This design comes from an exercise in tuning for small area, a short achievable clock period and few clock cycles per item on the open sky130 flow, not from production work. Only simulation tests tie the RTL to the original design; equivalence was not proved.

`flow/run.sh`:
```
#!/bin/bash
# synth_recipe.tcl (not shown) runs the flow's synth.tcl, then flattens the netlist and writes it again
# the make line also repeats each setting of config.mk as NAME=value (left out here)
make -C /OpenROAD-flow-scripts/flow DESIGN_CONFIG=/design/flow/config.mk WORK_HOME=/design/flow/orfs CLKGATE_MAP_FILE= SYNTH_SCRIPT=/design/flow/synth_recipe.tcl finish
```
`flow/config.mk`:
```
export PLATFORM = sky130hd
export DESIGN_NAME = core_sample_alu
export DESIGN_NICKNAME = core_sample_alu
export VERILOG_FILES = /design/flow/design.v
export SDC_FILE = /design/flow/constraint.sdc
export NUM_CORES = 4
export LEC_CHECK = 0
export CAP_MARGIN = 20
export CORE_MARGIN = 2
export CORE_UTILIZATION = 40
export SETUP_SLACK_MARGIN = 3
export SLEW_MARGIN = 20
```
`flow/constraint.sdc`:
```
create_clock -name core_clock -period 40.0 [get_ports {clk}]
set_input_delay 8.0000 -clock core_clock [delete_from_list [all_inputs] [get_ports {clk}]]
set_output_delay 8.0000 -clock core_clock [all_outputs]
set_load 0.01 [all_outputs]
```
`flow/design.v`:
```
module core_sample_alu (
    input  wire        clk,
    input  wire        rst,
    input  wire        in_valid,
    output wire        in_ready,
    input  wire [1:0]  in_op,
    input  wire [15:0] in_x,
    input  wire [31:0] in_d,
    output reg         out_valid,
    output reg  [15:0] out_sample,
    output reg  [31:0] out_fb,
    output reg         out_err
);
    localparam OP_SAT    = 2'd0;
    localparam OP_MONO   = 2'd1;
    localparam OP_STEREO = 2'd2;
    assign in_ready = 1'b1;
    wire [31:0] x_f;
    i16_to_f32 u_xcvt (.i(in_x), .f(x_f));
    wire [31:0] d_half;
    f32_half u_half (.a(in_d), .y(d_half));
    wire [31:0] sum_out, sum_fb;
    fp32_add u_add_out (.a(x_f), .b(in_d),   .y(sum_out));
    fp32_add u_add_fb  (.a(x_f), .b(d_half), .y(sum_fb));
    wire [15:0] sat_d, sat_out, sat_fb;
    wire        nan_d, nan_out_unused, nan_fb_unused;
    f32_to_i16_sat u_sat_d   (.f(in_d),    .i(sat_d),   .nan(nan_d));
    f32_to_i16_sat u_sat_out (.f(sum_out), .i(sat_out), .nan(nan_out_unused));
    f32_to_i16_sat u_sat_fb  (.f(sum_fb),  .i(sat_fb),  .nan(nan_fb_unused));
    wire [31:0] sat_fb_f;
    i16_to_f32 u_fbcvt (.i(sat_fb), .f(sat_fb_f));
    reg [15:0] nxt_sample;
    reg [31:0] nxt_fb;
    reg        nxt_err;
    always @(*) begin
        nxt_sample = 16'd0;
        nxt_fb     = 32'd0;
        nxt_err    = 1'b0;
        case (in_op)
            OP_SAT: begin
                nxt_err    = nan_d;
                nxt_sample = nan_d ? 16'd0 : sat_d;
            end
            OP_MONO: begin
                nxt_sample = sat_out;
                nxt_fb     = sat_fb_f;
            end
            default: begin
                nxt_sample = sat_out;
                nxt_fb     = sum_fb;
            end
        endcase
    end
    always @(posedge clk) begin
        if (rst) out_valid <= 1'b0;
        else     out_valid <= in_valid;
    end
    always @(posedge clk) begin
        if (in_valid) begin
            out_sample <= nxt_sample;
            out_fb     <= nxt_fb;
            out_err    <= nxt_err;
        end
    end
endmodule
module i16_to_f32 (
    input  wire [15:0] i,
    output reg  [31:0] f
);
    reg [15:0] mag;
    reg [15:0] norm;
    reg [4:0]  lz;
    integer k;
    always @(*) begin
        mag = i[15] ? (~i + 16'd1) : i;
        lz = 5'd16;
        for (k = 0; k < 16; k = k + 1)
            if (mag[k]) lz = 5'd15 - k[4:0];
        norm = mag << lz;
        if (mag == 16'd0)
            f = 32'd0;
        else
            f = {i[15], 8'd142 - {3'd0, lz}, norm[14:0], 8'd0};
    end
endmodule
module f32_half (
    input  wire [31:0] a,
    output reg  [31:0] y
);
    reg [23:0] sig;
    reg [22:0] q;
    reg        up;
    always @(*) begin
        sig = {a[30:23] != 8'd0, a[22:0]};
        q   = sig[23:1];
        up  = sig[0] & q[0];
        if (a[30:23] >= 8'd2)
            y = {a[31], a[30:23] - 8'd1, a[22:0]};
        else
            y = {a[31], 8'd0, q} + {8'd0, 23'd0, up};
    end
endmodule
module fp32_add (
    input  wire [31:0] a,
    input  wire [31:0] b,
    output reg  [31:0] y
);
    reg        swap;
    reg [31:0] bg, lt;
    reg [7:0]  eb, es;
    reg [23:0] sb, ss;
    reg [7:0]  diff;
    reg [26:0] big_ext, small_ext;
    reg [49:0] shifted;
    reg        sticky;
    reg        sub;
    reg [27:0] sum;
    reg [26:0] norm;
    reg [7:0]  exp_r;
    reg [4:0]  lz;
    reg [7:0]  shl;
    reg        rnd_up;
    reg [30:0] mag;
    integer k;
    always @(*) begin
        swap  = (b[30:0] > a[30:0]);
        bg   = swap ? b : a;
        lt = swap ? a : b;
        eb = (bg[30:23]   == 8'd0) ? 8'd1 : bg[30:23];
        es = (lt[30:23] == 8'd0) ? 8'd1 : lt[30:23];
        sb = {bg[30:23]   != 8'd0, bg[22:0]};
        ss = {lt[30:23] != 8'd0, lt[22:0]};
        diff = eb - es;
        big_ext = {sb, 3'b000};
        shifted = {ss, 26'd0};
        if (diff >= 8'd27) begin
            sticky    = (ss != 24'd0);
            small_ext = {26'd0, sticky};
        end else begin
            shifted   = shifted >> diff;
            sticky    = (shifted[23:0] != 24'd0);
            small_ext = {shifted[49:24], sticky};
        end
        sub = bg[31] ^ lt[31];
        sum = sub ? ({1'b0, big_ext} - {1'b0, small_ext})
                  : ({1'b0, big_ext} + {1'b0, small_ext});
        exp_r = eb;
        lz    = 5'd0;
        shl   = 8'd0;
        if (sum[27]) begin
            norm  = sum[27:1] | {26'd0, sum[0]};
            exp_r = eb + 8'd1;
        end else begin
            lz = 5'd27;
            for (k = 0; k < 27; k = k + 1)
                if (sum[k]) lz = 5'd26 - k[4:0];
            shl = ({3'd0, lz} < (eb - 8'd1)) ? {3'd0, lz} : (eb - 8'd1);
            norm  = sum[26:0] << shl;
            exp_r = eb - shl;
        end
        rnd_up = norm[2] & (norm[1] | norm[0] | norm[3]);
        mag = {(norm[26] ? exp_r : 8'd0), norm[25:3]} + {30'd0, rnd_up};
        if (sum == 28'd0)
            y = 32'd0;
        else
            y = {bg[31], mag};
    end
endmodule
module f32_to_i16_sat (
    input  wire [31:0] f,
    output reg  [15:0] i,
    output reg         nan
);
    reg [7:0]  e;
    reg [23:0] sig;
    reg [23:0] mag;
    always @(*) begin
        e   = f[30:23];
        sig = {1'b1, f[22:0]};
        nan = (e == 8'hFF) && (f[22:0] != 23'd0);
        mag = 24'd0;
        i   = 16'd0;
        if (nan)
            i = 16'd0;
        else if (e >= 8'd142)
            i = f[31] ? 16'h8000 : 16'h7FFF;
        else if (e < 8'd127)
            i = 16'd0;
        else begin
            mag = sig >> (8'd150 - e);
            i   = f[31] ? (~mag[15:0] + 16'd1) : mag[15:0];
        end
    end
endmodule
```
==> flow_summary.toml <==
[outcome]
status = "timing/DRC/antenna clean"

[yosys]
async_flop_share_pct = 0
ys.warnings.count = 5
synth-seq-cells = 50
synth_top_family_by_area = "compound AO/OA/AOI/OAI gates"
synth_cell_type_count = 148
netlist_top_cells_area = "ha_1 7.3%, nand2_1 6.1%, a21oi_1 5.2%, nor2_1 5.1%, o21ai_0 4.9%"
synth_fa_ha_area_share_pct = 7.63
synth_compound_area_share_pct = 36.5
synthCells = 5291
synth_top_area_share_pct = 7.26
muxShareOfSynthArea_pct = 9.60
synth-edff-count = 49
synthFlopType = "edfxtp_1"
seq_area_frac_synth_pct = 4.20
synthXorXnorAreaFrac_pct = 5.43
netlist_area_um2 = 35500
synth_area_per_cell_um2 = 6.71
synth.largest_area_cell = "ha_1"
yosys.area_share.simple_pct = 30.2

[clocking]
cts_buffers = 5
clkTransAtPathRegs_ps = 80
cts_tree = "done"
ctsHtreeMaxLevel = 2
cts_buffer_depth = 2
numClockSinks = 50
root_buffer = "clkbuf_16"

[global_routing]
top_usage_layer = "met2"
gr-usage-met2_pct = 53.3
grt_pass1_vias = 39800
grt_max_degree = 80
grt_pass1_wl_um = 240000
grt_overflow = 0
grt_use_total_pct = 32.8
grtUsageMet1_pct = 44.1
antenna_found_initial = 8
gr-usage-met3_pct = 4.66

[critical_path]
cpLargestDelayFamily = "simple AND/OR/NAND/NOR gates"
setup.worst_path.start_class = "input pin"
cp.required_ps = 40040
crit_slowest_cell = "a2111oi_0"
path_buf_inv = 12
crit_cells = 95
path_max_fanout = 36
crit_type = "in2reg"
crit_path_max_incr_delay_ps = 730
cp.arrival_ps = 35600
crit_path_end_kind = "flop"

[timing]
hold_ws_ps = 8220
drv_slew = 0
min_period_ps = 35560
setup_tns_ps = 0
slew_headroom_pct = 21.1
hold_violations = 0
fmax_mhz = 28.1
finalSetupViolCount = 0
period_share_pct = 88.9
rsz0062_at_grt = "no"
tightest_slew_ps = 1180

[cells_and_area]
drive_above_1_share_pct = 9.79
final_nets = 5462
layout_common_cells = "576 x nand2_1, 480 x nor2_1, 363 x a21oi_1"
final_common_cell = "nand2_1"
area_growth_pct = 7.49

[worst_hold_path]
min_path_type = "in2reg"
worstHoldPathCells = 2

[detailed_routing]
routedWlPerCell_um = 24.9
dr.pass1.iters = 8
vias = 44100
drt_iter0_drc = 6087
ant_nets = 0
drc = 0
vias_per_cell = 6.92
wirelength_um = 158000

[floorplanning]
start_util_pct = 40.2
core_um2 = 88200
die_x_um = 302
row_count = 109
dieHeight_um = 302
ios = 104
dieArea_um2 = 91200

[placed_design]
hpwlAfterDp_um = 125000
gp_congestion = 1.01
port_buffers = 102

[job]
max-cap-violations = 0
## flip-flops by register name, summed over array words and instances, names as in the netlist
signal / cells
out_sample: 16
out_valid: 1
out_fb: 32
out_err: 1
## what timing repair did
action	CTS	global route
setup endpoints to repair	23	39
cloned	0	5
buffers inserted	3	11
pin swaps	1	4
hold buffers	0	0
resized for setup	9	56
## metrics by stage
| stage | util (%) | instance area [um2] | cells | worst slack, ps |
|---|---|---|---|---|
| global placement | 42.5 | 37500 | 6335 | 2350 |
| detailed placement | 42.5 | 37500 | 6336 | 2150 |
| CTS | 42.8 | 37800 | 6347 | 3050 |
| global route | 43.3 | 38200 | 6363 | 2970 |
| floorplan | - | 35500 | 5292 | 8640 |
| finish | 43.3 | 38200 | 6364 | 4440 |
## logic make-up after synthesis
group | count (synthesis)
AND/OR/NAND/NOR | 2134
AO/OA/AOI/OAI | 1838
buffers and inverters | 573
multiplexers | 265
XOR/XNOR | 216
adder cells (fa/ha/maj) | 213
flip-flops | 50
other | 2
## worst paths after layout
check                 slack [ps]    start                    to
worst max-delay path        4440  in_x[1]  out_fb[19]$_DFFE_PP_
worst min-delay path        8220      rst  out_valid$_SDFF_PP0_
## final cells by class
class,count,area (um2)
fill,9338,50100
multi-input combinational,4673,32200
timing repair buffer,218,1900
sequential,50,1490
tap,1165,1460
inverter,248,943
clock buffer,6,129
clock inverter,2,37.5
timing repair inverter,1,5.00
antenna,1,2.50
## synth_stat cells (all sizes together) (87+ instances only)
library cell	count
nand2	581
nor2	483
o21ai	380
a21oi	377
inv	241
clkbuf	237
ha	206
nand3	193
nor3	189
xnor2	149
mux2i	140
o211ai	117
a211oi	98
and2	95
nand4	91
buf	88
a21o	87
## metal layers
metal / up-vias / part of all wire [%]
met1: 20900 / 41
li1: 20100 / -
met5: - / 0.061
met3: 495 / 9.7
met4: 14 / 4.5
met2: 2618 / 45
Testbench counts, summed over its fixed seeds: cycles 16,000, items 16,000.

-- what the ideal ports hide --
Ports are ideal in the flow. The routed layout listed here was re-timed in OpenROAD. Step 1 assumes that a clkbuf_16 drives the clock port and a buf_2 every other input. Step 2, shift: input delay + t, output delay - t, t = (earliest + latest rising clock arrival at the registers) / 2. This alone moves slack from input paths to output paths. a / b / c = ideal / step 1 / step 2; a / b = the first two.
t (ns): 0.353
setup WS [ns]: 4.442 / 4.467 / 4.113
hold WS [ns]: 8.218 / 8.196 / 8.550
After both steps setup and hold are still met in this run. The setup slack of this run moves by +0.025 ns with the drivers and by -0.329 ns with both steps.
